Context: an optimization exercise on an open-source flow, tuned for small area. The choices shown serve that exercise and are no tape-out recipe.
Only simulation tests tie the RTL to the original design; equivalence was not proved.
Power figures rest on the tool's default switching activity, not on a simulated workload.

## mcar_timer
module mcar_timer (
    input  wire        clk,
    input  wire        rst,         
    input  wire [39:0] cmd,
    input  wire        cmd_valid,
    input  wire        tick,        
    input  wire [7:0]  flag0,       
    input  wire [7:0]  flag1,       
    output wire        busy,
    output wire [7:0]  result,
    output wire [7:0]  fault,
    output wire [5:0]  pin_dir,
    output wire [5:0]  pin_out,
    output wire [7:0]  cb_out,
    output reg         cb_strobe
);
    localparam [7:0] OP_CFGNM = 8'h01, OP_DELAY = 8'h02, OP_SETCB = 8'h03,
                     OP_MINIT = 8'h04, OP_CHDIR = 8'h05, OP_SETDC = 8'h06,
                     OP_ROT   = 8'h07, OP_STOP  = 8'h08, OP_UPDSF = 8'h09;
    localparam [1:0] S_TEST = 2'd0, S_ON = 2'd1, S_LOW = 2'd2, S_OFF = 2'd3;
    reg        t_run;          
    reg [7:0]  t_k;            
    reg        t_toie;
    reg        t_tov;
    reg        ovf_pend;
    reg [15:0] need1;          
    reg [15:0] isr_cnt;
    reg [15:0] poll_left;      
    reg [1:0]  tref, mref;
    reg [7:0]  cb;
    reg        mstop;
    reg [1:0]  res;
    reg        flt;
    reg        pdir;
    reg        ena0, ena1, pwm;
    reg        dpoll_act;
    reg        setdc_act;
    reg [3:0]  on_ms;
    reg [1:0]  setdc_ph;
    reg        rot_act;
    wire stack_empty = !dpoll_act && !setdc_act && !rot_act;
    assign busy    = !stack_empty || flt;
    assign result  = {6'd0, res};
    assign fault   = {7'd0, flt};
    assign pin_dir = {6{pdir}};
    assign pin_out = {pwm, ena1 ^ pdir, ena1, pwm, ena0 ^ pdir, ena0};
    assign cb_out  = cb_strobe ? cb : 8'd0;
  ...
Size: roughly 730 cells after synthesis, roughly 90 flip-flops, about 98 I/O pins, roughly 6800 um2 of cells after synthesis.
clock: 14.0 ns
lec_check: 0
cap_margin: 20
core_margin: 2
core_utilization: 60
place_density: 0.8
slew_margin: 20
standard.sh (not shown) runs the stock make flow with config.mk's settings and CLKGATE_MAP_FILE= SYNTH_SCRIPT=/design/flow/synth_recipe.tcl, a recipe that flattens the netlist after the stock synthesis.
==> flow/flow/run.sh <==
#!/bin/bash
# Standard ORFS layout (the standard.sh, standard synthesis unchanged) with these
# changes: the port buffers use the smallest buffer cell; the constant outputs share
# one tie cell; CTS builds a small tree (clkbuf_8, no dummy loads); after global routing
# the resizer downsizes cells on paths with positive slack (RECOVER_POWER), then
# repairs slew and capacitance again (post_grt.tcl); timing-driven placement keeps none of its trial buffers.
set -euo pipefail
HERE="$(cd "$(dirname "${BASH_SOURCE[0]}")" && pwd)"
export BUFFER_PORTS_ARGS="-buffer_cell sky130_fd_sc_hd__buf_1"
export SKIP_REPAIR_TIE_FANOUT=1
export CTS_ARGS="-sink_clustering_enable -repair_clock_nets -dont_use_dummy_load -sink_clustering_size 100 -sink_clustering_max_diameter 500 -buf_list sky130_fd_sc_hd__clkbuf_8"
export RECOVER_POWER=100
export GPL_KEEP_OVERFLOW=0
export POST_GLOBAL_ROUTE_TCL="$HERE/post_grt.tcl"
bash standard.sh finish > standard_flow.log 2>&1
==> flow/flow/post_grt.tcl <==
# After power recovery: repair max slew and capacitance again, then legalize and
# reroute the nets that changed.
global_route -start_incremental
repair_design -slew_margin 20 -cap_margin 20
detailed_placement
global_route -end_incremental
estimate_parasitics -global_routing
The first run completed with no timing, DRC or antenna violations.
Next try:
--- a/flow/flow/run.sh
+++ b/flow/flow/run.sh
@@ -4,5 +4,5 @@
 # one tie cell; CTS builds a small tree (clkbuf_8, no dummy loads); after global routing
 # the resizer downsizes cells on paths with positive slack (RECOVER_POWER), then
-# repairs slew and capacitance again (post_grt.tcl); timing-driven placement keeps none of its trial buffers.
+# repairs slew and capacitance again (post_grt.tcl).
 set -euo pipefail
 HERE="$(cd "$(dirname "${BASH_SOURCE[0]}")" && pwd)"
@@ -11,5 +11,4 @@
 export CTS_ARGS="-sink_clustering_enable -repair_clock_nets -dont_use_dummy_load -sink_clustering_size 100 -sink_clustering_max_diameter 500 -buf_list sky130_fd_sc_hd__clkbuf_8"
 export RECOVER_POWER=100
-export GPL_KEEP_OVERFLOW=0
 export POST_GLOBAL_ROUTE_TCL="$HERE/post_grt.tcl"
 bash standard.sh finish > standard_flow.log 2>&1
CORE_UTILIZATION = 40   (was 60)
PLACE_DENSITY = not set   (was 0.8)
Effect: The new run completed without violations. Clock skew barely changes. Sequential share of layout area went down by 0.70 points. Setup slack got worse by 0.043 ns. Global-route usage went down by 9.2 points. Cell count went up by roughly a tenth. Routed wire length is higher by a few percent. Register-to-register slack is worse by 0.48 ns. Die area grows by well over a third.
Next try:
==> flow/flow/run.sh (replaced) <==
#!/bin/bash
# Standard ORFS layout (the standard.sh, standard synthesis unchanged) with these
# changes: the port buffers use the smallest buffer cell; the constant outputs share
# one tie cell; CTS builds a small tree (clkbuf_8, no dummy loads); after global routing
# the resizer downsizes cells on paths with positive slack (RECOVER_POWER), then
# repairs slew and capacitance again (post_grt.tcl); timing-driven placement keeps none of its trial buffers.
set -euo pipefail
HERE="$(cd "$(dirname "${BASH_SOURCE[0]}")" && pwd)"
export BUFFER_PORTS_ARGS="-buffer_cell sky130_fd_sc_hd__buf_1"
export SKIP_REPAIR_TIE_FANOUT=1
export CTS_ARGS="-sink_clustering_enable -repair_clock_nets -dont_use_dummy_load -sink_clustering_size 6 -sink_clustering_max_diameter 30 -balance_levels -root_buf sky130_fd_sc_hd__clkbuf_8 -buf_list sky130_fd_sc_hd__clkbuf_4"
export RECOVER_POWER=100
export GPL_KEEP_OVERFLOW=0
export POST_GLOBAL_ROUTE_TCL="$HERE/post_grt.tcl"
bash standard.sh finish > standard_flow.log 2>&1
CORE_UTILIZATION = 60   (was 40)
PLACE_DENSITY = 0.8   (was not set)
After rerunning: Cell area went down by 2.4%. Die area fell by 32%. Global-route usage grows by 9.2 points. Synthesized area does not change. Worst setup slack gets better by 0.043 ns. Wire length shrinks by 2.0%. Via count rose by 0.93%. Count of clock-buffer cells in the layout is unchanged. Sequential power stays flat.
Next try:
==> flow/flow/run.sh (replaced) <==
#!/bin/bash
# Standard ORFS layout (the standard.sh, standard synthesis unchanged) with two
# changes: the port buffers use the smallest buffer cell, and CTS builds a small tree
# (one sink cluster, clkbuf_8, no dummy loads); the constant outputs share one tie cell.
set -euo pipefail
export BUFFER_PORTS_ARGS="-buffer_cell sky130_fd_sc_hd__buf_1"
export SKIP_REPAIR_TIE_FANOUT=1
export CTS_ARGS="-sink_clustering_enable -repair_clock_nets -dont_use_dummy_load -sink_clustering_size 100 -sink_clustering_max_diameter 500 -buf_list sky130_fd_sc_hd__clkbuf_8"
bash standard.sh finish > standard_flow.log 2>&1
CORE_UTILIZATION = 40   (was 60)
PLACE_DENSITY = not set   (was 0.8)
removed: flow/flow/post_grt.tcl
Setup slack got worse by 0.046 ns.
Via count fell by 0.55%.
Non-clock buffer count rises by 6.
Synthesized cell count is unchanged.
Clock skew barely changes.
Register-to-register slack gains 0.05 ns.
Flip-flop and latch count does not change.
First-iteration DRC count drops by 24%.
Total power barely changes.
Area after synthesis does not change.
Final area is higher by 2.9%.

afterwards: timing with drivers on the ports:
How much do the figures lean on ideal ports? The routed layouts below were timed once more, with nothing changed but the port constraints.
Step 1 assumes that a clkbuf_16 drives the clock port and a buf_2 every other input.
Step 2 adds t to the input delays and takes it off the output delays; t is the mean of the earliest and latest rising clock arrival at the registers after step 1. Input paths then give back, and output paths get back, about the clock's delay inside the block.
Three values: no drivers, after step 1, after step 2; two values: the first two.
run	shift t [ns]	setup slack, ns	worst setup path at the end
the first run	0.393	0.416 / 0.425 / 0.032	input to register
the second run	0.404	0.373 / 0.388 / -0.016	input to register
the third run	0.393	0.416 / 0.425 / 0.032	input to register
the fourth run	0.408	0.370 / 0.386 / -0.022	input to register
Met with ideal ports but missed after step 2: setup timing in the second run and the fourth run. The setup slack of the fourth run, which loses most, moves by +0.016 ns with the drivers and by -0.392 ns with both steps.
